From an optimization exercise on the open Yosys and OpenROAD flow, aimed at small area, a short achievable clock period and few clock cycles per item; shortcuts taken in it are not production practice. RTL that was checked went through simulation tests only; none was proved equivalent to the original. Function not checked in runs 1, 2 and 6: the RTL went through the layout flow alone.

## flow/config.mk

```make
export PLATFORM = sky130hd
export DESIGN_NAME = pll_div_encoder
export DESIGN_NICKNAME = pll_div_encoder
export VERILOG_FILES = /design/flow/design.v
export SDC_FILE = /design/flow/constraint.sdc
export NUM_CORES = 4
export LEC_CHECK = 0
export CAP_MARGIN = 20
export CORE_MARGIN = 2
export CORE_UTILIZATION = 40
export SLEW_MARGIN = 20
```

## flow/constraint.sdc

```tcl
create_clock -name core_clock -period 10.0 [get_ports {clk}]
set_input_delay 2.0000 -clock core_clock [delete_from_list [all_inputs] [get_ports {clk}]]
set_output_delay 2.0000 -clock core_clock [all_outputs]
set_load 0.01 [all_outputs]
```

## flow/design.v

```verilog
module pll_div_encoder (
    input  wire        clk,
    input  wire        rst,
    input  wire        in_valid,
    output wire        in_ready,
    input  wire        in_op,
    input  wire [31:0] in_a,
    input  wire [31:0] in_num,
    input  wire [31:0] in_denom,
    output wire        out_valid,
    input  wire        out_ready,
    output wire [31:0] out_p1,
    output wire [31:0] out_p2,
    output wire [31:0] out_p3
);
    localparam [2:0] S_IDLE  = 3'd0,
                     S_RND   = 3'd1,
                     S_DIV   = 3'd2,
                     S_PA1   = 3'd3,
                     S_SHIFT = 3'd4,
                     S_FIN   = 3'd5;
    reg  [2:0]  st;
    reg         rdy, ov;
    reg  [24:0] R;           
    reg  [23:0] md;          
    reg  [6:0]  E;           
    reg  [3:0]  m;           
    reg         b0, b23, b24, b25;
    reg         rn, rd;      
    reg  [1:0]  ps, pd;      
    reg  [4:0]  k;           
    reg  [31:0] P1, P2, P3;
    assign in_ready  = rdy;
    assign out_valid = ov;
    assign out_p1    = P1;
    assign out_p2    = P2;
    assign out_p3    = P3;
    function [4:0] lzc;
        input [31:0] x;
        integer i;
        begin
            lzc = 5'd0;
            for (i = 0; i < 32; i = i + 1)
                if (x[i]) lzc = 5'd31 - i[4:0];
        end
    endfunction
    wire [4:0]  lzn = lzc(in_num);
    wire [4:0]  lzd = lzc(in_denom);
    wire [31:0] xn  = in_num   << lzn;
    wire [31:0] xd  = in_denom << lzd;
    wire        rnd_n = xn[7] & ((|xn[6:0]) | xn[8]);
    wire        rnd_d = xd[7] & ((|xd[6:0]) | xd[8]);
    wire [6:0]  E0    = {2'b00, lzd} - {2'b00, lzn} + 7'd7;
    wire        is_int  = (in_num == 32'd0);
    wire        is_unit = in_op & (in_denom == 32'd1) & ~is_int;
    wire start = (st == S_IDLE) & in_valid & (~ov | out_ready);
    wire [24:0] mn_inc = {1'b0, R[23:0]} + {24'd0, rn};
    wire [24:0] md_inc = {1'b0, md} + {24'd0, rd};
    wire [23:0] mn_r   = mn_inc[24] ? 24'h800000 : mn_inc[23:0];
    wire [23:0] md_r   = md_inc[24] ? 24'h800000 : md_inc[23:0];
    wire [6:0]  E_r    = E + {6'd0, mn_inc[24]} - {6'd0, md_inc[24]};
    wire [24:0] dA  = R - {1'b0, md};
    wire        bA  = ~dA[24];
    wire [23:0] rA  = bA ? dA[23:0] : R[23:0];
    wire [24:0] R1  = {rA, 1'b0};
    wire [24:0] dB  = R1 - {1'b0, md};
    wire        bB  = ~dB[24];
    wire [23:0] rB  = bB ? dB[23:0] : R1[23:0];
    wire [24:0] R2  = {rB, 1'b0};
    wire signed [7:0] Es  = {E[6], E};
    wire signed [7:0] j0  = {3'b000, m, 1'b0};
    wire signed [7:0] j1  = {3'b000, m, 1'b1};
    wire        m12    = (m == 4'd12);
    wire        caseB  = (Es <= 8'sd22) | ((Es == 8'sd23) & ~b0);
    wire        full   = ~m12 & (j1 <= Es);
    wire        half   = m12 ? ((Es >= 8'sd24) & ~b0) : (j0 == Es);
    wire        chkA   = caseB & (Es < j0);
    wire        chkB   = caseB & (Es < j1) & (~m12 | ~b0);
    wire        zero   = (chkA & ~bA) | (chkB & ~bB);
    wire        div_done = zero | m12;
    wire        carry  = m12 & caseB & ~zero;
    wire        L23    = b0;
    wire        g      = L23 ? b24 : b25;
    wire        sticky = (L23 & b25) | (|R);
    wire        bl     = L23 ? b23 : b24;
    wire        up     = g & (sticky | bl);
    wire [6:0]  kE     = E - (L23 ? 7'd23 : 7'd24);
    reg  [31:0] acc_sh, fr_x;
    always @(*) begin
        case (ps)
            2'd1:    begin acc_sh = {P2[30:0], 1'b0};  fr_x = {P1[30:0], pd[0]}; end
            2'd2:    begin acc_sh = {P2[29:0], 2'b00}; fr_x = {P1[29:0], pd};    end
            default: begin acc_sh = P2;                fr_x = P1;                end
        endcase
    end
    wire        fr_cin = (ps == 2'd0) & pd[0];
    wire [31:0] hstep  = acc_sh + ({32{pd[1]}} & {P3[30:0], 1'b0})
                                + ({32{pd[0]}} & P3);
    wire        fin    = (st == S_FIN);
    wire [31:0] a_eff  = in_op ? in_a : {24'd0, in_a[7:0]};
    wire [31:0] kterm  = fin ? ({a_eff[24:0], 7'd0} - 32'd512) : 32'd0;
    wire [31:0] p1_sum = kterm + fr_x + {31'd0, fr_cin};
    wire [31:0] p2_fin = {in_num[24:0], 7'd0} - hstep;
    reg [2:0] st_n;
    always @(*) begin
        st_n = st;
        case (st)
            S_IDLE:  if (start)
                         st_n = (is_int | is_unit) ? S_FIN :
                                (rnd_n | rnd_d)    ? S_RND :
                                ($signed(E0) < -7'sd1) ? S_FIN : S_DIV;
            S_RND:   st_n = ($signed(E_r) < -7'sd1) ? S_FIN : S_DIV;
            S_DIV:   if (div_done) st_n = (m12 & ~caseB) ? S_PA1 : S_FIN;
            S_PA1:   st_n = (kE[4:0] == 5'd0) ? S_FIN : S_SHIFT;
            S_SHIFT: if (k <= 5'd2) st_n = S_FIN;
            default: st_n = S_IDLE;
        endcase
    end
    always @(posedge clk) begin
        if (rst) begin
            st  <= S_IDLE;
            rdy <= 1'b0;
            ov  <= 1'b0;
        end else begin
            st  <= st_n;
            rdy <= (st_n == S_FIN);
            if (fin)
                ov <= 1'b1;
            else if (out_ready)
                ov <= 1'b0;
        end
    end
    always @(posedge clk) begin
        if (start) begin
            R  <= {1'b0, xn[31:8]};
            md <= xd[31:8];
            E  <= E0;
            m  <= 4'd0;
            rn <= rnd_n;
            rd <= rnd_d;
            ps <= 2'd0;
            pd <= 2'd0;
            P3 <= in_denom;
            P1 <= is_unit ? {in_num[24:0], 7'd0} : 32'd0;
            P2 <= is_unit ? 32'd128 : 32'd0;
        end else begin
            case (st)
                S_RND: begin
                    R  <= {1'b0, mn_r};
                    md <= md_r;
                    E  <= E_r;
                end
                S_DIV: begin
                    R  <= R2;
                    m  <= m + 4'd1;
                    if (m == 4'd0)  b0  <= bA;
                    if (m == 4'd11) b23 <= bB;
                    if (m12) begin
                        b24 <= bA;
                        b25 <= bB;
                    end
                    P1 <= p1_sum;
                    P2 <= hstep;
                    if (full)       begin ps <= 2'd2; pd <= {bA, bB}; end
                    else if (half)  begin ps <= 2'd1; pd <= {1'b0, bA}; end
                    else            begin ps <= 2'd0; pd <= {1'b0, carry}; end
                end
                S_PA1: begin
                    P1 <= p1_sum;
                    P2 <= hstep;
                    ps <= 2'd0;
                    pd <= {1'b0, up};
                    k  <= kE[4:0];
                end
                S_SHIFT: begin
                    P1 <= p1_sum;
                    P2 <= hstep;
                    pd <= 2'd0;
                    if (k >= 5'd2) begin ps <= 2'd2; k <= k - 5'd2; end
                    else           begin ps <= 2'd1; k <= k - 5'd1; end
                end
                S_FIN: begin
                    P1 <= p1_sum;
                    P2 <= p2_fin;
                end
                default: ;
            endcase
        end
    end
endmodule
```

## flow/run.sh

```bash
#!/bin/bash
# synth_recipe.tcl (not shown) runs the flow's synth.tcl, then flattens the netlist and writes it again
# the make line also repeats each setting of config.mk as NAME=value (left out here)
make -C /OpenROAD-flow-scripts/flow DESIGN_CONFIG=/design/flow/config.mk WORK_HOME=/design/flow/orfs CLKGATE_MAP_FILE= SYNTH_SCRIPT=/design/flow/synth_recipe.tcl finish
```

==> qor.txt, run 1 <==
Final Critical Period -> 8.04 ns
Yosys warning total -> 1
Placer Congestion -> 0.904
utilization after layout -> 45.9%
CTS HTree Levels -> 4
area leader, netlist -> edfxtp_1
Inst Count DP -> 3562
storage element area -> 5140 sq um
final hold violation count -> 0
Die Y -> 239 um
top cells by count, synth -> 314 x nand2_1, 253 x nor2_1, 196 x a21oi_1, 176 x o21ai_0, 170 x ha_1
final count of negative-setup-slack endpoints -> 0
Async SR Flop Fraction -> 0%
I/O pin total -> 199
total gr overflow -> 0
fill cell count -> 5357
hold_buf cts -> 0
Synth Instances -> 2772
Worst path top cell family by delay -> compound AO/OA/AOI/OAI gates
Slowest-stage cell, CP -> a2111oi_0
cell depth of the worst flop-to-flop path -> 25
Yosys reg bits -> 176
Critical Path Stages -> 25
global-route wire length before repair -> 118000 um
mux cell area share after synthesis -> 8.38%
crit path kind -> reg -> reg
vias in the first global route -> 20800
Setup Buffers After CTS -> 0
pre-CTS WS -> 2.16 ns
root buffer cell -> clkbuf_16
critical path endpoint category -> register
unrepaired setup endpoints after global routing -> no
register area share after synthesis -> 23.2%
final setup TNS -> 0 ns
final net count -> 3184
DRT Wirelength -> 75700 um
count leader, synth -> nand2_1
area grow syn2layout -> 13.9%
Post-Synth XOR/XNOR Area -> 7.47%
Max Fclk -> 0.124 GHz
predominant post-synthesis flop cell -> edfxtp_1
largest family of logic cells by synthesized area -> compound AO/OA/AOI/OAI gates
Worst-path clk slew -> 0.07 ns
Layout Cells excl Fill -> 3594
max incr delay on CP -> 0.63 ns
setup ws final -> 1.96 ns
Synth Area in Adders -> 12.9%
critical path launch point type -> register
Sink Count -> 176
IO Port Bufs -> 191
cts repair resizes -> 0
initial drt markers -> 1928
Synth Area in Simple Gates -> 19.4%
Hold Path Stages -> 2
FP Rows -> 86
Slew headroom -> 33.4%
fin area -> 25200 sq um
Multi-input gate area -> 15900 sq um
count of flip-flops with a built-in enable after synthesis -> 162
Syn Std Cell Area -> 22100 sq um
ANT nets after route -> 0
Crit Path Max Fanout -> 36
worst skew pair latency -> 0.50 ns
clk buf depth -> 2
FF-to-FF setup slack -> 1.96 ns
Critical Path AT -> 8.46 ns
Worst Path Required -> 10.42 ns
Initial Utilization -> 40.3%
initial antenna violation count -> 0
status -> no timing/DRC/antenna violations
maximum number of pins on one net before global-route repair -> 70
HP Class -> reg -> reg
Net Count, Synth -> 3079
Area after DPL -> 24700 sq um
Die Width -> 239 um
CTS tree -> yes
Worst R2R End -> rdy$_SDFF_PP0_
Endpoint, Worst Hold -> ov$_SDFFE_PP0P_
ratio of cells with drive above 1 in the final layout -> 4.43%
top-area cell type share of the netlist area -> 22.0%
Via density -> 6.01
ANT cells -> 0
GR Util All Layers -> 26.4%
cts bufs inserted -> 17
max-cap viol count -> 0
fin crit share -> 80.4%
min-delay src -> ov$_SDFFE_PP0P_
Worst-Margin Slew -> 1.00 ns
RR Startpoint -> md[0]$_DFFE_PP_
Avg Cell Area, Syn -> 7.99 sq um
Via Count -> 21600
Yosys cell types -> 86
Clock Skews -> 0.0114 ns
die footprint -> 57200 sq um
CORE AREA -> 54900 sq um
Crit path buffers/inverters -> 3
Synth area leaders -> edfxtp_1 22%, ha_1 9.6%, mux2i_1 7.1%, nand2_1 5.3%, xnor2_1 4.5%
Final Slew Violations -> 0
Initial DRT Pass Iterations -> 5
post-synthesis compound-gate area fraction -> 23.5%
DR WL/cell -> 21.1 um
drt drc -> 0
DP HPWL -> 58300 um
Hold WS -> 0.534 ns
-- registers in the layout, indices dropped and copies added (netlist names), 2 cells and up --
signal  cells
E           7
pd          2
P3         32
md         24
P2         32
P1         32
m           4
st          3
ps          2
k           5
R          25
-- cells by family (layout without fill, tap and decap cells) --
family                     Yosys count  count (layout)
DFF                                176             176
muxes                              182             182
and+or+nand+nor                    926             926
xor gates and xnor gates           188             188
buffers and inverters              294             412
AOI/OAI and AO/OA                  799             799
adders and majority gates          207             207
-- worst register-to-register path, stage by stage (launching register included) --
cell and delay [ns]:
edfxtp_1 0.52, ha_1 0.24, inv_1 0.06, fa_1 0.41, a211o_1 0.30, a2111oi_0 0.63
or3_1 0.29, and2_1 0.20, o2111ai_1 0.18, nand3_2 0.10, buf_4 0.39, mux2_2 0.42
ha_1 0.32, nor2b_1 0.16, o2111ai_1 0.23, a31oi_1 0.20, o311a_1 0.41, a211oi_1 0.48
a311oi_1 0.24, o41ai_2 0.45, xnor2_2 0.30, inv_2 0.45, o22ai_1 0.41, o21ai_0 0.12
a41oi_1 0.26, a21boi_1 0.21
-- worst max-delay path by stage --
stage	from	to	slack [ns]
2_1_floorplan	ps[1]$_SDFFE_PP0P_	P2[30]$_SDFFCE_PP0P_	3.07
3_3_place_gp	md[0]$_DFFE_PP_	rdy$_SDFF_PP0_	2.23
3_5_place_dp	md[0]$_DFFE_PP_	rdy$_SDFF_PP0_	2.16
4_1_cts	md[0]$_DFFE_PP_	rdy$_SDFF_PP0_	2.07
5_1_grt	md[0]$_DFFE_PP_	rdy$_SDFF_PP0_	1.36
6_report	md[0]$_DFFE_PP_	rdy$_SDFF_PP0_	1.96
-- final cells by class --
class / count / share of cell area, %
Tap cell: 704 / 3.49
Multi-Input combinational cell: 2302 / 63.1
Sequential cell: 176 / 20.4
Clock buffer: 17 / 1.69
Clock inverter: 15 / 0.536
Timing Repair Buffer: 215 / 8.30
Inverter: 165 / 2.47
-- metal layers --
| layer | GRT usage, % | vias up | wire length (um) |
|---|---|---|---|
| met5 | 0 | - | 0 |
| met1 | 34.5 | 10500 | 33400 |
| met3 | 3.35 | 91 | 4400 |
| met4 | 7.86 | 0 | 1800 |
| met2 | 45.2 | 720 | 36100 |
| li1 | - | 10400 | - |
-- cells in the final DEF (no fill, tap or decap), drive strengths merged, types with 30 or more instances in the layout --
cell           instances
nand2                314
nor2                 255
a21oi                196
clkdlybuf4s50        191
o21ai                180
ha                   170
inv                  168
edfxtp               162
mux2i                156
xnor2                115
nand3                 74
xor2                  73
a21o                  66
a22oi                 63
nand2b                51
fa                    36
nor2b                 35
nor3                  34
a211oi                34
nor4                  32
o22ai                 30
==> run 2: changes to the inputs <==
--- a/flow/config.mk
+++ b/flow/config.mk
@@ -6,4 +6,5 @@
 export NUM_CORES = 4
 export LEC_CHECK = 0
+export ABC_CLOCK_PERIOD_IN_PS = 3000
 export CAP_MARGIN = 20
 export CORE_MARGIN = 2
==> qor.txt, run 2 <==
status -> no timing/DRC/antenna violations
critical path launch point type -> register
total gr overflow -> 0
DRT Wirelength -> 75700 um
ANT nets after route -> 0
ANT cells -> 0
final setup TNS -> 0 ns
I/O pin total -> 199
commonest non-fill, non-tap cell in the layout -> nand2_1
drt drc -> 0
Crit Path Max Fanout -> 36
Synth Instances -> 2772
Post-Synth XOR/XNOR Area -> 7.47%
top cells by count, synth -> 314 x nand2_1, 253 x nor2_1, 196 x a21oi_1, 176 x o21ai_0, 170 x ha_1
most frequent cells in the layout -> 314 x nand2_1, 252 x nor2_1, 196 x a21oi_1, 191 x clkdlybuf4s50_1, 174 x o21ai_0
DP HPWL -> 58300 um
Synth Area in Simple Gates -> 19.4%
Max Fclk -> 0.124 GHz
Critical Path AT -> 8.46 ns
fin crit share -> 80.4%
IO Port Bufs -> 191
count leader, synth -> nand2_1
Layout Cells excl Fill -> 3594
max incr delay on CP -> 0.63 ns
Synth Area in Adders -> 12.9%
post-synthesis compound-gate area fraction -> 23.5%
Via density -> 6.01
ratio of cells with drive above 1 in the final layout -> 4.43%
cts repair resizes -> 0
clk buf depth -> 2
Yosys reg bits -> 176
Yosys cell types -> 86
final net count -> 3184
CORE AREA -> 54900 sq um
fill cell count -> 5357
critical path endpoint category -> register
vias in the first global route -> 20800
initial antenna violation count -> 0
Inst Count DP -> 3562
register area share after synthesis -> 23.2%
hold_buf cts -> 0
Multi-input gate area -> 15900 sq um
worst skew pair latency -> 0.50 ns
storage element area -> 5140 sq um
predominant post-synthesis flop cell -> edfxtp_1
GR Util All Layers -> 26.4%
FP Rows -> 86
fin area -> 25200 sq um
Worst Path Required -> 10.42 ns
die footprint -> 57200 sq um
Setup Buffers After CTS -> 0
initial drt markers -> 1928
Slew headroom -> 33.4%
Area after DPL -> 24700 sq um
Final Slew Violations -> 0
Async SR Flop Fraction -> 0%
unrepaired setup endpoints after global routing -> no
Synth area leaders -> edfxtp_1 22%, ha_1 9.6%, mux2i_1 7.1%, nand2_1 5.3%, xnor2_1 4.5%
mux cell area share after synthesis -> 8.38%
Sink Count -> 176
Slowest-stage cell, CP -> a2111oi_0
Worst-Margin Slew -> 1.00 ns
Syn Std Cell Area -> 22100 sq um
maximum number of pins on one net before global-route repair -> 70
CTS HTree Levels -> 4
Worst-path clk slew -> 0.07 ns
final hold violation count -> 0
Net Count, Synth -> 3079
area grow syn2layout -> 13.9%
Initial Utilization -> 40.3%
cts bufs inserted -> 17
root buffer cell -> clkbuf_16
Die Width -> 239 um
Worst path top cell family by delay -> compound AO/OA/AOI/OAI gates
Via Count -> 21600
HP Class -> reg -> reg
CTS tree -> yes
Clock Skews -> 0.0114 ns
Placer Congestion -> 0.904
Initial DRT Pass Iterations -> 5
Avg Cell Area, Syn -> 7.99 sq um
area leader, netlist -> edfxtp_1
top flop regs -> P1: 32 flops, P2: 32 flops, P3: 32 flops
crit path kind -> reg -> reg
DR WL/cell -> 21.1 um
final count of negative-setup-slack endpoints -> 0
Final Critical Period -> 8.04 ns
Crit path buffers/inverters -> 3
Yosys warning total -> 1
max-cap viol count -> 0
count of flip-flops with a built-in enable after synthesis -> 162
top-area cell type share of the netlist area -> 22.0%
Die Y -> 239 um
largest family of logic cells by synthesized area -> compound AO/OA/AOI/OAI gates
global-route wire length before repair -> 118000 um
[run 2: cell counts after synthesis]
No cell type changed its count.
[run 2: final timing paths]
check | startpoint | end | slack (ns) | cells past startpoint
worst max-delay path | md[0]$_DFFE_PP_ | rdy$_SDFF_PP0_ | 1.96 | 25
worst min register to register | ov$_SDFFE_PP0P_ | ov$_SDFFE_PP0P_ | 0.53 | 2
worst max register to register | md[0]$_DFFE_PP_ | rdy$_SDFF_PP0_ | 1.96 | 25
worst min-delay path | ov$_SDFFE_PP0P_ | ov$_SDFFE_PP0P_ | 0.53 | 2
[run 2: per-layer routing]
metal / track usage [%] / wire length, um / part of all wire (%)
met3: 3.35 / 4400 / 5.8
met4: 7.86 / 1800 / 2.4
met2: 45.2 / 36100 / 48
met1: 34.5 / 33400 / 44
met5: 0 / 0 / 0
[run 2: per-stage QoR]
step | hold slack (ns) | utilization [%] | setup slack, ns
3_5_place_dp | 0.537 | 44.9 | 2.16
3_3_place_gp | 0.533 | 44.9 | 2.23
5_1_grt | 0.569 | 45.9 | 1.36
2_1_floorplan | 0.497 | - | 3.07
4_1_cts | 0.550 | 45.9 | 2.07
6_report | 0.534 | 45.9 | 1.96
[run 2: cells by family (layout without fill, tap and decap cells)]
family / after synthesis / in the layout
AOI/OAI and AO/OA: 799 / 799
xor gates and xnor gates: 188 / 188
adders and majority gates: 207 / 207
buffers and inverters: 294 / 412
DFF: 176 / 176
muxes: 182 / 182
and+or+nand+nor: 926 / 926
[run 2: cell type report]
class / instances / share of cell area, %
multi-input cells: 2302 / 63.1
clock buffers: 17 / 1.69
inverters: 165 / 2.47
repair buffers: 215 / 8.30
clock inverters: 15 / 0.536
flip-flops and latches: 176 / 20.4
well taps: 704 / 3.49
[run 2: tightest hold or removal path: cells and delay by family (launching register included)]
kind               cells  cell delay, ns
DFF                    1            0.31
and+or+nand+nor        1            0.10
AOI/OAI and AO/OA      1            0.07
==> run 3: changes to the inputs <==
--- a/flow/design.v
+++ b/flow/design.v
@@ -109,6 +109,6 @@
                          st_n = (is_int | is_unit) ? S_FIN :
                                 (rnd_n | rnd_d)    ? S_RND :
-                                ($signed(E0) < -7'sd1) ? S_FIN : S_DIV;
-            S_RND:   st_n = ($signed(E_r) < -7'sd1) ? S_FIN : S_DIV;
+                                (E0[6] & (E0 != 7'h7F)) ? S_FIN : S_DIV;
+            S_RND:   st_n = (E_r[6] & (E_r != 7'h7F)) ? S_FIN : S_DIV;
             S_DIV:   if (div_done) st_n = (m12 & ~caseB) ? S_PA1 : S_FIN;
             S_PA1:   st_n = (kE[4:0] == 5'd0) ? S_FIN : S_SHIFT;
--- a/flow/config.mk
+++ b/flow/config.mk
@@ -6,7 +6,7 @@
 export NUM_CORES = 4
 export LEC_CHECK = 0
-export ABC_CLOCK_PERIOD_IN_PS = 3000
+export ABC_AREA = 1
 export CAP_MARGIN = 20
 export CORE_MARGIN = 2
-export CORE_UTILIZATION = 40
+export CORE_UTILIZATION = 65
 export SLEW_MARGIN = 20
==> qor.txt, run 3 <==
status -> no timing/DRC/antenna violations
DRT Wirelength -> 70900 um
Max Fclk -> 0.116 GHz
Worst path top cell family by delay -> simple AND/OR/NAND/NOR gates
Critical Path Stages -> 54
Slew headroom -> 26.6%
ratio of cells with drive above 1 in the final layout -> 3.57%
register area share after synthesis -> 23.8%
Slowest-stage cell, CP -> nand2_1
FF-to-FF setup slack -> 1.36 ns
Setup crit end -> R[8]$_DFFE_PP_
CORE AREA -> 32600 sq um
fin crit share -> 86.4%
Worst-path clk slew -> 0.08 ns
Yosys warning total -> 1
RR Startpoint -> R[0]$_DFFE_PP_
cts repair resizes -> 0
Hold WS -> 0.518 ns
Syn Std Cell Area -> 21600 sq um
final hold violation count -> 0
count leader, synth -> nand2_1
initial drt markers -> 2787
hold_buf cts -> 0
post-synthesis compound-gate area fraction -> 20.0%
predominant post-synthesis flop cell -> edfxtp_1
crit path launch -> R[0]$_DFFE_PP_
Crit path buffers/inverters -> 5
max incr delay on CP -> 0.49 ns
Initial Utilization -> 66.2%
Synth Instances -> 3261
largest family of logic cells by synthesized area -> simple AND/OR/NAND/NOR gates
Synth area leaders -> edfxtp_1 23%, nand2_1 14%, ha_1 9.8%, inv_1 7.8%, o21ai_0 7.0%
CTS tree -> yes
area leader, netlist -> edfxtp_1
die footprint -> 34700 sq um
final count of negative-setup-slack endpoints -> 0
IO Port Bufs -> 191
Worst-Margin Slew -> 1.10 ns
GR Util All Layers -> 40.3%
fill cell count -> 2530
FP Rows -> 66
HP Class -> reg -> reg
DP HPWL -> 55200 um
area grow syn2layout -> 13.2%
top-area cell type share of the netlist area -> 22.5%
drt drc -> 0
Placer Congestion -> 1.04
top cells by count, synth -> 829 x nand2_1, 447 x inv_1, 304 x o21ai_0, 250 x nand3_1, 230 x a21oi_1
Worst R2R End -> R[8]$_DFFE_PP_
cell depth of the worst flop-to-flop path -> 54
Yosys reg bits -> 176
Setup Buffers After CTS -> 0
DR WL/cell -> 18.5 um
Worst Path Required -> 10.20 ns
Critical Path AT -> 8.84 ns
count of flip-flops with a built-in enable after synthesis -> 162
Synth Area in Adders -> 13.2%
unrepaired setup endpoints after global routing -> no
vias in the first global route -> 21900
Via density -> 6.13
Die Y -> 186 um
clk buf depth -> 2
max-cap viol count -> 0
cts bufs inserted -> 17
Yosys cell types -> 59
commonest non-fill, non-tap cell in the layout -> nand2_1
Final Critical Period -> 8.64 ns
Initial DRT Pass Iterations -> 6
worst skew pair latency -> 0.47 ns
Post-Synth XOR/XNOR Area -> 5.51%
top flop regs -> P1: 32 flops, P2: 32 flops, P3: 32 flops
initial antenna violation count -> 1
root buffer cell -> clkbuf_16
Crit Path Max Fanout -> 18
Clock Skews -> 0.0131 ns
mux cell area share after synthesis -> 0.510%
Final Slew Violations -> 0
Hold Path Stages -> 2
Via Count -> 23500
critical path endpoint category -> register
Async SR Flop Fraction -> 0%
cell mode on critical path -> nand2_1
I/O pin total -> 199
ANT nets after route -> 0
maximum number of pins on one net before global-route repair -> 74
CTS HTree Levels -> 4
crit path kind -> reg -> reg
global-route wire length before repair -> 113000 um
final net count -> 3687
most frequent cells in the layout -> 829 x nand2_1, 447 x inv_1, 304 x o21ai_0, 249 x nand3_1, 230 x a21oi_1
Avg Cell Area, Syn -> 6.63 sq um
Synth Area in Simple Gates -> 26.7%
total gr overflow -> 0
critical path launch point type -> register
Sink Count -> 176
Net Count, Synth -> 3568
Die Width -> 186 um
final setup TNS -> 0 ns
run 3: changes by cell type after synthesis, moves of 72 or more:
cell     delta
mux2i_1   -145
nand3_1   +177
o21ai_0   +128
nand2_1   +515
inv_1     +289
nor2_1     -72
run 3: metal layers:
| metal | routed length, um | vias to the layer above | part of all wire (%) | global-route usage [%] |
|---|---|---|---|---|
| li1 | - | 11200 | - | - |
| met1 | 28100 | 10700 | 40 | 52.2 |
| met2 | 31600 | 1331 | 45 | 65.2 |
| met3 | 7780 | 230 | 11 | 7.41 |
| met4 | 3410 | 0 | 4.8 | 19.3 |
| met5 | 0 | - | 0 | 0 |
run 3: worst register-to-register path, delay by kind of cell, from the launching register on:
kind / cells / cell delay [ns]
AOI/OAI and AO/OA: 18 / 3.09
buffers and inverters: 5 / 0.52
and+or+nand+nor: 27 / 3.08
DFF: 1 / 0.45
adders and majority gates: 3 / 0.87
muxes: 1 / 0.34
run 3: cell type report:
cell class                 instances  area, sq um  area share [%]
clock buffer                      18          439            1.80
multi-input combinational       2502        14300            58.4
inverter                         463         1740            7.11
sequential                       176         5140            21.0
antenna                            1         2.50          0.0102
tap                              442          553            2.26
clock inverter                    14          143           0.583
timing repair buffer             220         2150            8.79
run 3: cells by family (layout without fill, tap and decap cells):
logic type / after synthesis / after routing
and+or+nand+nor: 1383 / 1383
DFF: 176 / 176
xor gates and xnor gates: 136 / 136
AOI/OAI and AO/OA: 766 / 766
buffers and inverters: 583 / 715
adders and majority gates: 206 / 206
muxes: 11 / 11
other: 0 / 1
run 3: worst min-delay path by stage:
| stage | from | end | slack [ns] |
|---|---|---|---|
| 2_1_floorplan | m[2]$_SDFFE_PP0P_ | m[2]$_SDFFE_PP0P_ | 0.46 |
| 3_3_place_gp | m[2]$_SDFFE_PP0P_ | m[2]$_SDFFE_PP0P_ | 0.48 |
| 3_5_place_dp | m[2]$_SDFFE_PP0P_ | m[2]$_SDFFE_PP0P_ | 0.51 |
| 4_1_cts | m[2]$_SDFFE_PP0P_ | m[2]$_SDFFE_PP0P_ | 0.52 |
| 5_1_grt | m[2]$_SDFFE_PP0P_ | m[2]$_SDFFE_PP0P_ | 0.54 |
| 6_report | m[2]$_SDFFE_PP0P_ | m[2]$_SDFFE_PP0P_ | 0.52 |
run 3: per-stage QoR:
| step | utilization [%] | std cells | setup WS, ns | instance area, sq um |
|---|---|---|---|---|
| final | 75.0 | 3836 | 1.36 | 24500 |
| after global routing | 75.0 | 3835 | 0.527 | 24500 |
| after CTS | 75.0 | 3835 | 1.54 | 24500 |
| after detailed placement | 73.2 | 3803 | 1.58 | 23900 |
| after global placement | 73.1 | 3802 | 1.86 | 23800 |
| after floorplan | - | 3261 | 3.28 | 21600 |
Testbench counts of run 3, summed over its fixed seeds: cycles 20,197, items 3,200.
==> run 4: changes to the inputs <==
==> flow/flow/run.sh (new file) <==
#!/bin/bash
# Standard layout, except that synthesis leaves adders to ABC instead of
# extracting full/half-adder cells first (ADDER_MAP_FILE empty). Registers,
# names and every later step are those of the standard flow.
set -euo pipefail
bash standard.sh ADDER_MAP_FILE= finish > flow_make.log 2>&1
==> flow/standard.sh (new file) <==
#!/bin/bash
# synth_recipe.tcl (not shown) runs the flow's synth.tcl, then flattens the netlist and writes it again
# the make line also repeats each setting of config.mk as NAME=value (left out here)
make -C /OpenROAD-flow-scripts/flow DESIGN_CONFIG=/design/flow/config.mk WORK_HOME=/design/flow/orfs CLKGATE_MAP_FILE= SYNTH_SCRIPT=/design/flow/synth_recipe.tcl "${@:-finish}"
removed: flow/run.sh
==> qor.txt, run 4 <==
status -> no timing/DRC/antenna violations
Final Slew Violations -> 0
Via density -> 6.13
final hold violation count -> 0
Worst R2R End -> P2[18]$_SDFFCE_PP0P_
Worst Path Required -> 10.23 ns
final setup TNS -> 0 ns
Critical Path AT -> 7.00 ns
fill cell count -> 3092
Layout Cells excl Fill -> 4645
hold_buf cts -> 0
top cells by count, synth -> 1176 x nand2_1, 522 x inv_1, 417 x nor2_1, 286 x nand3_1, 243 x o21ai_0
Yosys cell types -> 78
Slowest-stage cell, CP -> clkdlybuf4s50_1
DR WL/cell -> 18.8 um
register area share after synthesis -> 21.5%
Async SR Flop Fraction -> 0%
drt drc -> 0
max-cap viol count -> 0
I/O pin total -> 199
predominant post-synthesis flop cell -> edfxtp_1
final net count -> 4264
area leader, netlist -> edfxtp_1
Via Count -> 28500
HP Class -> reg -> reg
Yosys reg bits -> 176
crit path launch -> in_num[0]
GR Util All Layers -> 44.5%
fin crit share -> 67.7%
Worst-path clk slew -> 0.07 ns
maximum number of pins on one net before global-route repair -> 80
Crit Path Max Fanout -> 39
critical path launch point type -> primary input
Avg Cell Area, Syn -> 5.93 sq um
cell mode on critical path -> nand2_1
fin area -> 26700 sq um
root buffer cell -> clkbuf_16
Placer Congestion -> 1.06
CTS tree -> yes
Sink Count -> 176
cts repair resizes -> 0
total gr overflow -> 0
DRT Wirelength -> 87500 um
cts bufs inserted -> 17
area grow syn2layout -> 11.2%
vias in the first global route -> 25300
initial antenna violation count -> 2
worst skew pair latency -> 0.48 ns
Final Critical Period -> 6.77 ns
crit path kind -> in -> reg
RR Startpoint -> ps[1]$_SDFFE_PP0P_
Net Count, Synth -> 4146
initial drt markers -> 3569
IO Port Bufs -> 191
count leader, synth -> nand2_1
Inst Count DP -> 4611
FP Rows -> 70
Synth Instances -> 4045
final count of negative-setup-slack endpoints -> 0
FF-to-FF setup slack -> 4.24 ns
Die Y -> 196 um
DP HPWL -> 68400 um
Area after DPL -> 26100 sq um
commonest non-fill, non-tap cell in the layout -> nand2_1
Worst-Margin Slew -> 1.09 ns
most frequent cells in the layout -> 1176 x nand2_1, 521 x inv_1, 417 x nor2_1, 283 x nand3_1, 243 x o21ai_0
Synth area leaders -> edfxtp_1 20%, nand2_1 18%, inv_1 8.2%, nor2_1 6.5%, nand3_1 6.0%
Clock Skews -> 0.0174 ns
Die Width -> 196 um
Yosys warning total -> 1
die footprint -> 38400 sq um
clk buf depth -> 2
top flop regs -> P1: 32 flops, P2: 32 flops, P3: 32 flops
critical path endpoint category -> register
Setup crit end -> R[20]$_DFFE_PP_
CORE AREA -> 36400 sq um
top-area cell type share of the netlist area -> 20.3%
max incr delay on CP -> 0.63 ns
unrepaired setup endpoints after global routing -> no
Initial Utilization -> 65.8%
Slew headroom -> 27.1%
CTS HTree Levels -> 4
utilization after layout -> 73.2%
ratio of cells with drive above 1 in the final layout -> 9.08%
global-route wire length before repair -> 134000 um
Max Fclk -> 0.148 GHz
Initial DRT Pass Iterations -> 9
Setup Buffers After CTS -> 0
count of flip-flops with a built-in enable after synthesis -> 162
Syn Std Cell Area -> 24000 sq um
ANT nets after route -> 0
cell depth of the worst flop-to-flop path -> 32
-- run 4: changes by cell type after synthesis, sizes merged, moves of 45 or more --
| cell | change |
|---|---|
| inv | +126 |
| a21oi | -49 |
| nand2 | +415 |
| ha | -170 |
| nor2 | +319 |
| or2 | +45 |
-- run 4: cells by family after synthesis --
group	after synthesis	synth area share [%]
muxes	22	0.918
AOI/OAI and AO/OA	775	19.9
buffers and inverters	712	11.9
adders and majority gates	1	0.0417
and+or+nand+nor	2244	41.3
xor gates and xnor gates	115	4.51
DFF	176	21.5
-- run 4: worst min path at each step --
stage | slack [ns] | startpoint | end | cells past startpoint
2_1_floorplan | 0.48 | R[24]$_SDFFE_PP0P_ | R[24]$_SDFFE_PP0P_ | 2
3_5_place_dp | 0.55 | m[0]$_SDFFE_PP0P_ | m[0]$_SDFFE_PP0P_ | 1
4_1_cts | 0.56 | m[0]$_SDFFE_PP0P_ | m[0]$_SDFFE_PP0P_ | 1
6_report | 0.56 | m[0]$_SDFFE_PP0P_ | m[0]$_SDFFE_PP0P_ | 1
5_1_grt | 0.60 | m[1]$_SDFFE_PP0P_ | m[1]$_SDFFE_PP0P_ | 1
3_3_place_gp | 0.52 | m[0]$_SDFFE_PP0P_ | m[0]$_SDFFE_PP0P_ | 1
-- run 4: per-layer routing --
layer  part of all wire (%)  global-route usage, %  vias to the layer above  wire (um)
met1                     39                   59.6                    12700      34200
met4                    4.8                   19.8                        2       4230
met5                  0.016                      0                        -         14
met2                     43                   68.6                     1887      37200
li1                       -                      -                    13600          -
met3                     14                   10.3                      303      11800
-- run 4: final cells by class --
class,instances,area (sq um),share of cell area [%]
inverters,598,2250,8.45
repair buffers,213,2090,7.85
multi-input cells,3157,16000,60.2
diodes,2,5.00,0.0188
well taps,468,586,2.20
clock inverters,12,113,0.422
clock buffers,19,433,1.62
flip-flops and latches,176,5140,19.3
-- run 4: per-stage QoR --
stage | worst slack (ns) | hold WS (ns)
floorplan | 4.61 | 0.482
global placement | 2.97 | 0.516
detailed placement | 2.97 | 0.548
CTS | 3.42 | 0.560
global route | 2.81 | 0.596
finish | 3.23 | 0.562
-- run 4: critical path: cells and delay by family --
family                 cells  cell delay, ns
and+or+nand+nor           30            2.48
buffers and inverters      3            1.24
AOI/OAI and AO/OA          4            1.04
muxes                      1            0.23
==> run 5: changes to the inputs <==
--- a/flow/config.mk
+++ b/flow/config.mk
@@ -10,3 +10,4 @@
 export CORE_MARGIN = 2
 export CORE_UTILIZATION = 65
+export SETUP_SLACK_MARGIN = 5
 export SLEW_MARGIN = 20
==> qor.txt, run 5 <==
status -> stopped before the end
Exit stage -> global routing (5_1_grt)
Log Error -> [ERROR GRT-0232] Routing congestion too high. Check the congestion heatmap in the GUI.
Initial Utilization -> 65.8%
Yosys cell types -> 78
clk buf depth -> 2
I/O pin total -> 199
DP HPWL -> 68400 um
Inst Count DP -> 4610
top cells by count, synth -> 1176 x nand2_1, 522 x inv_1, 417 x nor2_1, 286 x nand3_1, 243 x o21ai_0
Net Count, Synth -> 4146
Worst EP post-GRT repair -> P1[31]$_DFFE_PP_/D
Yosys warning total -> 1
area leader, netlist -> edfxtp_1
CTS HTree Levels -> 4
Die Y -> 196 um
maximum number of pins on one net before global-route repair -> 55
Die Width -> 196 um
Sink Count -> 176
Yosys reg bits -> 176
Placer Congestion -> 1.04
GR Util All Layers -> 79.6%
count of flip-flops with a built-in enable after synthesis -> 162
worst endpoint type -> register input
FP Rows -> 70
Avg Cell Area, Syn -> 5.93 sq um
cts bufs inserted -> 17
Syn Std Cell Area -> 24000 sq um
count leader, synth -> nand2_1
total gr overflow -> 148
Synth area leaders -> edfxtp_1 20%, nand2_1 18%, inv_1 8.2%, nor2_1 6.5%, nand3_1 6.0%
Synth Instances -> 4045
root buffer cell -> clkbuf_16
register area share after synthesis -> 21.5%
IO Port Bufs -> 191
hold_buf cts -> 0
pre-CTS WS -> 2.94 ns
top-area cell type share of the netlist area -> 20.3%
predominant post-synthesis flop cell -> edfxtp_1
Async SR Flop Fraction -> 0%
Area after DPL -> 26100 sq um
run 5: cell counts after synthesis:
No cell type changed its count.
run 5: logic make-up after synthesis:
logic type                 synth area share, %
and+or+nand+nor                           41.3
DFF                                       21.5
adders and majority gates               0.0417
muxes                                    0.918
AOI/OAI and AO/OA                         19.9
buffers and inverters                     11.9
xor gates and xnor gates                  4.51
run 5: how the worst max path moves through the flow:
stage	from	endpoint	depth (start not counted)
global placement	in_num[0]	E[5]$_DFFE_PP_	39
detailed placement	in_num[0]	E[5]$_DFFE_PP_	39
CTS	in_a[2]	P1[31]$_DFFE_PP_	33
floorplan	in_a[3]	P1[31]$_DFFE_PP_	32
run 5: per-layer routing:
layer  GRT overflow  GRT usage, %
met1              2          79.9
met3              0          66.5
met4             51          78.1
met5              0          30.3
met2             95          95.0
run 5: what timing repair did:
action / in CTS
cloned: 16
setup endpoints to repair: 94
buffers inserted: 78
hold endpoints to repair: 0
pin swaps: 60
resized for setup: 250
==> run 6: changes to the inputs <==
--- a/flow/design.v
+++ b/flow/design.v
@@ -52,17 +52,17 @@
     wire        rnd_d = xd[7] & ((|xd[6:0]) | xd[8]);
     wire [6:0]  E0    = {2'b00, lzd} - {2'b00, lzn} + 7'd7;
+    wire        big   = (|in_num[31:24]) | (|in_denom[31:24]);
+    wire        pre   = ~big & (xn[31:26] < xd[31:26]);
     wire        is_int  = (in_num == 32'd0);
     wire        is_unit = in_op & (in_denom == 32'd1) & ~is_int;
     wire start = (st == S_IDLE) & in_valid & (~ov | out_ready);
     wire [24:0] mn_inc = {1'b0, R[23:0]} + {24'd0, rn};
-    wire [24:0] md_inc = {1'b0, md} + {24'd0, rd};
     wire [23:0] mn_r   = mn_inc[24] ? 24'h800000 : mn_inc[23:0];
-    wire [23:0] md_r   = md_inc[24] ? 24'h800000 : md_inc[23:0];
-    wire [6:0]  E_r    = E + {6'd0, mn_inc[24]} - {6'd0, md_inc[24]};
-    wire [24:0] dA  = R - {1'b0, md};
+    wire [6:0]  E_r    = E + {6'd0, mn_inc[24]};
+    wire [24:0] dA  = R + {1'b1, ~md} + {24'd0, ~rd};    
     wire        bA  = ~dA[24];
     wire [23:0] rA  = bA ? dA[23:0] : R[23:0];
     wire [24:0] R1  = {rA, 1'b0};
-    wire [24:0] dB  = R1 - {1'b0, md};
+    wire [24:0] dB  = R1 + {1'b1, ~md} + {24'd0, ~rd};
     wire        bB  = ~dB[24];
     wire [23:0] rB  = bB ? dB[23:0] : R1[23:0];
@@ -108,5 +108,5 @@
             S_IDLE:  if (start)
                          st_n = (is_int | is_unit) ? S_FIN :
-                                (rnd_n | rnd_d)    ? S_RND :
+                                big                ? S_RND :
                                 (E0[6] & (E0 != 7'h7F)) ? S_FIN : S_DIV;
             S_RND:   st_n = (E_r[6] & (E_r != 7'h7F)) ? S_FIN : S_DIV;
@@ -133,7 +133,7 @@
     always @(posedge clk) begin
         if (start) begin
-            R  <= {1'b0, xn[31:8]};
+            R  <= pre ? {xn[31:8], 1'b0} : {1'b0, xn[31:8]};
             md <= xd[31:8];
-            E  <= E0;
+            E  <= E0 - {6'd0, pre};
             m  <= 4'd0;
             rn <= rnd_n;
@@ -148,5 +148,4 @@
                 S_RND: begin
                     R  <= {1'b0, mn_r};
-                    md <= md_r;
                     E  <= E_r;
                 end
--- a/flow/config.mk
+++ b/flow/config.mk
@@ -9,5 +9,5 @@
 export CAP_MARGIN = 20
 export CORE_MARGIN = 2
-export CORE_UTILIZATION = 65
+export CORE_UTILIZATION = 50
 export SETUP_SLACK_MARGIN = 5
 export SLEW_MARGIN = 20
==> qor.txt, run 6 <==
utilization after layout -> 68.7%
count leader, synth -> nand2_1
GR Util All Layers -> 37.9%
crit path kind -> in -> reg
CTS tree -> yes
Synth area leaders -> edfxtp_1 21%, nand2_1 18%, nand3_1 9.8%, inv_1 8.8%, nor2_1 8.4%
Async SR Flop Fraction -> 0%
final hold violation count -> 0
Hold WS -> 0.503 ns
Placer Congestion -> 0.990
die footprint -> 48400 sq um
Via Count -> 29500
drt drc -> 0
count of flip-flops with a built-in enable after synthesis -> 163
top-area cell type share of the netlist area -> 21.0%
ANT cells -> 0
I/O pin total -> 199
final net count -> 4482
Net Count, Synth -> 4143
maximum number of pins on one net before global-route repair -> 67
register area share after synthesis -> 22.1%
top cells by count, synth -> 1091 x nand2_1, 544 x inv_1, 523 x nor2_1, 457 x nand3_1, 211 x a21oi_1
final setup TNS -> 0 ns
status -> no timing/DRC/antenna violations
FP Rows -> 79
ANT nets after route -> 0
HP Class -> reg -> reg
Max Fclk -> 0.171 GHz
hold_buf cts -> 0
Initial DRT Pass Iterations -> 6
Worst-path clk slew -> 0.08 ns
DRT Wirelength -> 97500 um
root buffer cell -> clkbuf_16
Avg Cell Area, Syn -> 5.77 sq um
initial antenna violation count -> 1
Crit Path Max Fanout -> 5
global-route wire length before repair -> 142000 um
Final Slew Violations -> 0
CORE AREA -> 46300 sq um
final count of negative-setup-slack endpoints -> 0
Yosys warning total -> 1
CTS HTree Levels -> 4
cts bufs inserted -> 17
vias in the first global route -> 25400
Die Y -> 220 um
DR WL/cell -> 19.5 um
Yosys reg bits -> 176
unrepaired setup endpoints after global routing -> yes
Syn Std Cell Area -> 23300 sq um
DP HPWL -> 66500 um
Clock Skews -> 0.0146 ns
Final Critical Period -> 5.86 ns
fin crit share -> 58.6%
max-cap viol count -> 0
Area after DPL -> 25900 sq um
max incr delay on CP -> 0.46 ns
Sink Count -> 176
Die Width -> 220 um
Worst-Margin Slew -> 1.02 ns
Via density -> 5.90
Synth Instances -> 4042
IO Port Bufs -> 191
cell mode on critical path -> nand2_1
initial drt markers -> 3529
Worst Path Required -> 10.26 ns
fin area -> 31800 sq um
Initial Utilization -> 50.4%
Slew headroom -> 31.8%
most frequent cells in the layout -> 913 x nand2_1, 497 x inv_1, 415 x nor2_1, 339 x nand3_1, 177 x buf_4
total gr overflow -> 0
critical path launch point type -> primary input
clk buf depth -> 2
critical path endpoint category -> register
commonest non-fill, non-tap cell in the layout -> nand2_1
area leader, netlist -> edfxtp_1
predominant post-synthesis flop cell -> edfxtp_1
ratio of cells with drive above 1 in the final layout -> 24.9%
worst skew pair latency -> 0.51 ns
Critical Path AT -> 6.13 ns
Slowest-stage cell, CP -> dlygate4sd2_1
top flop regs -> P1: 32 flops, P2: 32 flops, P3: 32 flops
area grow syn2layout -> 36.2%
Yosys cell types -> 72
-- run 6: path summary, 6_finish.rpt --
path                                        start                end  slack (ns)  depth (start not counted)
worst max-delay path                   in_num[14]    R[14]$_DFFE_PP_        4.14                         36
worst min-delay path            m[3]$_SDFFE_PP0P_  m[3]$_SDFFE_PP0P_        0.50                          1
worst max register to register     R[1]$_DFFE_PP_     R[5]$_DFFE_PP_        4.82                         33
worst min register to register  m[3]$_SDFFE_PP0P_  m[3]$_SDFFE_PP0P_        0.50                          1
-- run 6: layout make-up --
| class | instances | area [sq um] |
|---|---|---|
| Sequential cell | 176 | 5160 |
| Timing Repair Buffer | 425 | 4100 |
| Clock buffer | 18 | 429 |
| Multi-Input combinational cell | 3166 | 18800 |
| Tap cell | 607 | 759 |
| Inverter | 595 | 2350 |
| Fill cell | 4206 | 14500 |
| Clock inverter | 14 | 178 |
-- run 6: per-layer routing --
metal	track usage, %	vias up	wire length [um]
li1	-	14000	-
met1	52.0	13600	40900
met2	57.7	1551	41700
met3	7.87	324	10300
met4	16.0	4	4560
met5	0	-	60
-- run 6: per-stage QoR --
stage,cells,worst slack [ns]
final,5001,4.14
after global routing,5001,3.90
after CTS,4891,4.30
after detailed placement,4729,1.77
after global placement,4729,1.72
after floorplan,4042,4.40
-- run 6: cell families after synthesis --
family,after synthesis,share of synthesized area [%]
xor gates and xnor gates,137,5.18
DFF,176,22.1
AOI/OAI and AO/OA,697,18.2
buffers and inverters,729,12.3
and+or+nand+nor,2303,42.2
-- run 6: critical path: cells and delay by family --
family / cells / cell delay [ns]
AOI/OAI and AO/OA: 2 / 0.39
and+or+nand+nor: 30 / 2.67
buffers and inverters: 4 / 1.03
-- run 6: timing repair --
item	CTS	global route
gates cloned	27	7
pin swaps	134	184
gates resized for setup	451	498
setup buffers	103	102
endpoints found under the setup margin	111	98

-- port drivers added, routing unchanged --
The flow's constraints put no driver on any port. The routed layouts listed below were extracted and timed again, unchanged, in two steps. Step 1 (the two cells are an assumption about what drives the block):
set clk [get_ports {clk}]
set_driving_cell -lib_cell sky130_fd_sc_hd__clkbuf_16 $clk
set_driving_cell -lib_cell sky130_fd_sc_hd__buf_2 [delete_from_list [all_inputs] $clk]
Step 2 also shifts input and output timing later by t, the mid clock arrival at the registers, as if the neighbouring blocks saw the same clock. Slacks: ideal / step 1 / step 2; pairs: ideal / step 1.
run | t, ns | setup slack, ns | worst data-port slew with drivers (ns)
run 1 | 0.558 | 1.958 / 1.958 / 1.958 | 0.07
run 2 | 0.558 | 1.958 / 1.958 / 1.958 | 0.07
run 3 | 0.514 | 1.357 / 1.357 / 1.357 | 0.08
run 4 | 0.536 | 3.234 / 3.271 / 2.735 | 0.09
run 6 | 0.565 | 4.139 / 4.165 / 3.600 | 0.07
After both steps every run listed still meets setup and hold. The setup slack of run 6, which loses most, moves by +0.026 ns with the drivers and by -0.539 ns with both steps.
